Context: an optimization exercise on an open-source flow, tuned for small area, a short achievable clock period and few clock cycles. The choices shown serve that exercise and are no tape-out recipe.
Where RTL was checked, it was by simulation tests only, not by an equivalence proof against the original.
Power and IR drop assume default switching activity.

==> flow/design.v (excerpt) <==
module fsq_table_engine (
    input  wire        clk,
    input  wire        rst,
    input  wire        cmd_valid,
    output wire        cmd_ready,
    input  wire [3:0]  cmd_op,
    input  wire [7:0]  cmd_a,
    input  wire [7:0]  cmd_b,
    output wire        rsp_valid,
    output wire [3:0]  rsp_err,
    output wire [2:0]  rsp_sub,
    output wire [7:0]  rsp_arg,
    output wire [16:0] rsp_result,
    output wire        rsp_tv,
    output wire [2:0]  rsp_k,
    output wire [2:0]  rsp_b
);
For scale: about 2300 cells after synthesis, ~64 I/O pins, roughly 28000 sq um of cells after synthesis.
==> flow/config.mk <==
export PLATFORM = sky130hd
export DESIGN_NAME = fsq_table_engine
export DESIGN_NICKNAME = fsq_table_engine
export VERILOG_FILES = /design/flow/design.v
export SDC_FILE = /design/flow/constraint.sdc
export NUM_CORES = 8
export LEC_CHECK = 0
export CAP_MARGIN = 0
export CORE_MARGIN = 2
export CORE_UTILIZATION = 50
export CTS_CLUSTER_DIAMETER = 100
export CTS_CLUSTER_SIZE = 25
export PLACE_DENSITY = 0.6
export SLEW_MARGIN = 0
==> flow/constraint.sdc <==
create_clock -name core_clock -period 10.0 [get_ports {clk}]
set_input_delay 2.0000 -clock core_clock [delete_from_list [all_inputs] [get_ports {clk}]]
set_output_delay 2.0000 -clock core_clock [all_outputs]
set_load 0.01 [all_outputs]
standard.sh (not shown) runs the stock make flow with config.mk's settings and CLKGATE_MAP_FILE= SYNTH_SCRIPT=/design/flow/synth_recipe.tcl, a recipe that flattens the netlist after the stock synthesis.
==> flow/flow/run.sh <==
#!/bin/bash
set -euo pipefail
bash standard.sh synth > flow_synth.log 2>&1
bash standard.sh SETUP_SLACK_MARGIN=7.0 SKIP_GATE_CLONING=1 finish > flow_finish.log 2>&1
Testbench counts at the start, summed over its fixed seeds: cycles 14,700.
Edit:
--- a/flow/design.v
+++ b/flow/design.v
@@ -89,14 +89,17 @@
     reg [1:0]  sph;                      
     reg        dup_a, dup_b;
     reg [3:0]  min_da;                   
     reg [1:0]  sr, sc;
     reg        rst_q;
     always @(posedge clk) rst_q <= rst;
     reg       rdy;                       
+    reg       pf;                        
+    wire      pred_fast;                 
+    wire      hold = e_bld && !pf;       
     reg       e_cmd;                     
     reg       e_bld;                     
     reg [3:0] c_op;
     reg [7:0] c_a;                       
     reg [7:0] c_b;
     reg [3:0] c_ad;                      
     reg [3:0] c_au;                      
@@ -115,31 +118,33 @@
     function ge_n(input [7:0] v, input f4, input f3, input f2, input f1);
         begin
             ge_n = (|v[7:4]) || (f3 && v[3] && (|v[2:0])) || (f2 && |v[3:2]) || (f1 && |v[3:0]);
         end
     endfunction
     always @(posedge clk) begin
         c_op <= cmd_op; c_b <= cmd_b;
-        c_a  <= e_bld ? prt : cmd_a;
-        if (!e_bld) c_ad <= cmd_a[3:0];
+        c_a  <= hold ? prt : cmd_a;
+        if (!hold) c_ad <= cmd_a[3:0];
         if (cmd_op == OP_UNPACK) c_au <= cmd_a[3:0];
         c_sa <= i_sa;
-        c_sb <= e_bld ? scan_next : i_sb;
+        c_sb <= hold ? scan_next : i_sb;
         c_age <= ge_n(cmd_a, k4, k3, k2, k1);
         c_bge <= ge_n(cmd_b, k4, k3, k2, k1);
         if (rst) begin
-            rdy <= 1'b1; e_cmd <= 1'b0; e_bld <= 1'b0;
-        end else if (!e_bld) begin
+            rdy <= 1'b1; e_cmd <= 1'b0; e_bld <= 1'b0; pf <= 1'b0;
+        end else if (!hold) begin
             e_cmd <= cmd_valid && !i_bld;
             e_bld <= i_bld;
-            rdy <= !i_bld;
+            pf    <= i_bld && pred_fast;
+            rdy   <= !i_bld || pred_fast;
         end else begin
             e_cmd <= 1'b0;
             e_bld <= !b_done;
-            rdy <= b_done;
+            pf    <= 1'b0;
+            rdy   <= b_done;
         end
     end
     wire is_clear  = c_op == OP_CLEAR;
     wire is_apush  = c_op == OP_APUSH;
     wire is_kpush  = c_op == OP_KPUSH;
     wire is_setpad = c_op == OP_SETPAD;
     wire is_encb   = c_op == OP_ENCB;
@@ -215,14 +220,15 @@
     wire [3:0] i2_lo = mk(sr, 2'd0, k4, k3, k2);
     wire       use1  = dup_a && (min_da[3:2] == 2'd0 || !dup_b);
     wire [3:0] f_hi  = use1 ? i1_hi : i2_hi;
     wire [3:0] f_lo  = use1 ? i1_lo : i2_lo;
     wire [7:0] fin_i = k2 ? {4'd0, f_hi[1:0], f_lo[1:0]} : k1 ? 8'd0 : {f_hi, f_lo};
     wire b_pass = n_sq && !hi_f && !dup_f && pad_mem && klen == {alen, 1'b0};
     wire b_fast = fast_ok && !kdup;
+    assign pred_fast = b_fast && !(e_cmd && (is_kpush || is_apush));
     assign b_done = (bst == B_FIRST && !(b_pass && !b_fast)) ||
                     (bst == B_CHK && !dup_a && !dup_b) || bst == B_FIN2 || bst == B_ERR;
     wire q_ok  = tv && !c_age && !c_bge;
     reg        n_v;
     reg [3:0]  n_err;
     reg [2:0]  n_sub;
     reg [7:0]  n_arg;
@@ -289,15 +295,15 @@
     always @(posedge clk) begin
         for (i = 0; i < 32; i = i + 1)
             if ((kp_we || sc_we) && w_idx == i) kslot_f[8*i +: 8] <= k_data;
     end
     always @(posedge clk) begin
         if (rst_q) begin
             alen <= 5'd0; klen <= 6'd0; pad <= 8'h20; pad_mem <= 1'b0;
-            hi_f <= 1'b0; dup_f <= 1'b0; bst <= B_FIRST;
+            hi_f <= 1'b0; dup_f <= 1'b0; bst <= B_FIRST; fast_ok <= 1'b0; kdup <= 1'b0;
         end else if (e_cmd) begin
             if (is_clear) begin
                 alen <= 5'd0; klen <= 6'd0; pad <= 8'h20; pad_mem <= 1'b0;
                 hi_f <= 1'b0; dup_f <= 1'b0;
             end
             if (is_apush && !alen[4]) begin
                 for (i = 0; i < 16; i = i + 1)
Result:
- worst setup slack gets worse by 0.061 ns
- core utilization increases by 1.3 points
- via count rises by 3.5%
- sequential share of layout area went down by 1.2 points
- wire length rose by 0.85%
- synthesized cell count is higher by 2.0%
- power increases by 1.9%
- sequential power stays flat
No functional check of the RTL was part of the second run of this note.

---

fsq_table_engine, a different RTL version from the one above (not shown whole).
For scale: about 64 I/O pins, ~28000 um2 of cells after synthesis.
clock: 10.0 ns
lec_check: 0
cap_margin: 20
core_margin: 2
core_utilization: 45
cts_cluster_diameter: 100
cts_cluster_size: 25
place_density: 0.6
slew_margin: 20
==> flow/flow/run.sh <==
#!/bin/bash
set -euo pipefail
bash standard.sh synth > flow_synth.log 2>&1
bash standard.sh SETUP_SLACK_MARGIN=7.0 finish > flow_finish.log 2>&1
The starting point finished clean.
==> next run, changes <==
--- a/flow/design.v
+++ b/flow/design.v
@@ -88,16 +88,19 @@
     reg        slast;
     reg [1:0]  sph;                      
     reg        dup_a, dup_b;
     reg [3:0]  min_da;                   
     reg [1:0]  sr, sc;
     reg        rst_q;
     always @(posedge clk) rst_q <= rst;
     reg       rdy;                       
+    reg       pf;                        
+    wire      pred_fast;                 
+    wire      hold = e_bld && !pf;       
     reg       e_cmd;                     
     reg       e_bld;                     
     reg [3:0] c_op;
     reg [7:0] c_a;                       
     reg [7:0] c_b;
     reg [3:0] c_ad;                      
     reg [3:0] c_au;                      
     reg [3:0] c_sa;                      
@@ -114,33 +117,35 @@
     wire       i_bld = cmd_valid && cmd_op == OP_BUILD;
     function ge_n(input [7:0] v, input f4, input f3, input f2, input f1);
         begin
             ge_n = (|v[7:4]) || (f3 && v[3] && (|v[2:0])) || (f2 && |v[3:2]) || (f1 && |v[3:0]);
         end
     endfunction
     always @(posedge clk) begin
         c_op <= cmd_op; c_b <= cmd_b;
-        c_a  <= e_bld ? prt : cmd_a;
-        if (!e_bld) c_ad <= cmd_a[3:0];
+        c_a  <= hold ? prt : cmd_a;
+        if (!hold) c_ad <= cmd_a[3:0];
         if (cmd_op == OP_UNPACK) c_au <= cmd_a[3:0];
         c_sa <= i_sa;
-        c_sb <= e_bld ? scan_next : i_sb;
+        c_sb <= hold ? scan_next : i_sb;
         c_age <= ge_n(cmd_a, k4, k3, k2, k1);
         c_bge <= ge_n(cmd_b, k4, k3, k2, k1);
         if (rst) begin
-            rdy <= 1'b1; e_cmd <= 1'b0; e_bld <= 1'b0;
-        end else if (!e_bld) begin
+            rdy <= 1'b1; e_cmd <= 1'b0; e_bld <= 1'b0; pf <= 1'b0;
+        end else if (!hold) begin
             e_cmd <= cmd_valid && !i_bld;
             e_bld <= i_bld;
-            rdy <= !i_bld;
+            pf    <= i_bld && pred_fast;
+            rdy   <= !i_bld || pred_fast;
         end else begin
             e_cmd <= 1'b0;
             e_bld <= !b_done;
-            rdy <= b_done;
+            pf    <= 1'b0;
+            rdy   <= b_done;
         end
     end
     wire is_clear  = c_op == OP_CLEAR;
     wire is_apush  = c_op == OP_APUSH;
     wire is_kpush  = c_op == OP_KPUSH;
     wire is_setpad = c_op == OP_SETPAD;
     wire is_encb   = c_op == OP_ENCB;
     wire is_decb   = c_op == OP_DECB;
@@ -214,16 +219,17 @@
     wire [3:0] i2_hi = {2'd0, sc};
     wire [3:0] i2_lo = mk(sr, 2'd0, k4, k3, k2);
     wire       use1  = dup_a && (min_da[3:2] == 2'd0 || !dup_b);
     wire [3:0] f_hi  = use1 ? i1_hi : i2_hi;
     wire [3:0] f_lo  = use1 ? i1_lo : i2_lo;
     wire [7:0] fin_i = k2 ? {4'd0, f_hi[1:0], f_lo[1:0]} : k1 ? 8'd0 : {f_hi, f_lo};
     wire b_pass = n_sq && !hi_f && !dup_f && pad_mem && klen == {alen, 1'b0};
     wire b_fast = fast_ok && !kdup;
+    assign pred_fast = b_fast && !(e_cmd && (is_kpush || is_apush));
     assign b_done = (bst == B_FIRST && !(b_pass && !b_fast)) ||
                     (bst == B_CHK && !dup_a && !dup_b) || bst == B_FIN2 || bst == B_ERR;
     wire q_ok  = tv && !c_age && !c_bge;
     reg        n_v;
     reg [3:0]  n_err;
     reg [2:0]  n_sub;
     reg [7:0]  n_arg;
     always @* begin
@@ -291,17 +297,17 @@
     end
     always @(posedge clk) begin
         for (i = 0; i < 32; i = i + 1)
             if ((kp_we || sc_we) && w_idx == i) kslot_f[8*i +: 8] <= k_data;
     end
     always @(posedge clk) begin
         if (rst_q) begin
             alen <= 5'd0; klen <= 6'd0; pad <= 8'h20; pad_mem <= 1'b0;
-            hi_f <= 1'b0; dup_f <= 1'b0; bst <= B_FIRST;
+            hi_f <= 1'b0; dup_f <= 1'b0; bst <= B_FIRST; fast_ok <= 1'b0; kdup <= 1'b0;
         end else if (e_cmd) begin
             if (is_clear) begin
                 alen <= 5'd0; klen <= 6'd0; pad <= 8'h20; pad_mem <= 1'b0;
                 hi_f <= 1'b0; dup_f <= 1'b0;
             end
             if (is_apush && !alen[4]) begin
                 for (i = 0; i < 16; i = i + 1)
                     if (alen[3:0] == i) alpha_f[7*i +: 7] <= c_a[6:0];
The new run completed without violations.
Non-clock buffer count goes up by 50.
Hold slack loses 0.046 ns.
Combinational power goes down by 8.0%.
Wire length grows by 7.2%.
First-iteration DRC count climbs by 5.6%.
No functional check of the RTL was part of any run of this note.

## separate check: timing with driven ports
How much do the figures lean on ideal ports? The routed layouts below were timed once more, with nothing changed but the port constraints. Step 1 (the two cells are an assumption about what drives the block):
set clk [get_ports {clk}]
set_driving_cell -lib_cell sky130_fd_sc_hd__clkbuf_16 $clk
set_driving_cell -lib_cell sky130_fd_sc_hd__buf_2 [delete_from_list [all_inputs] $clk]
Step 2 adds t to the input delays and takes it off the output delays; t is the mean of the earliest and latest rising clock arrival at the registers after step 1. Input paths then give back, and output paths get back, about the clock's delay inside the block. a / b / c = no drivers / after step 1 / after step 2; a / b = the first two.
run	t (ns)	setup slack, ns	worst hold slack (ns)	worst setup path at the end	cell pins on the clock port's net
the first run of note 1	0.661	6.867 / 6.810 / 6.352	0.562 / 0.562 / 0.562	input to register	1
the second run of note 1	0.676	6.806 / 6.806 / 6.254	0.521 / 0.521 / 0.521	input to register	1
the first run of note 2	0.677	6.858 / 6.795 / 6.396	0.548 / 0.548 / 0.548	input to register	1
the second run of note 2	0.687	6.867 / 6.803 / 6.286	0.502 / 0.502 / 0.502	input to register	1
After both steps every run listed still meets setup and hold. For the second run of note 2, which loses most, drivers alone change the setup slack by -0.064 ns; drivers and shift together by -0.581 ns.
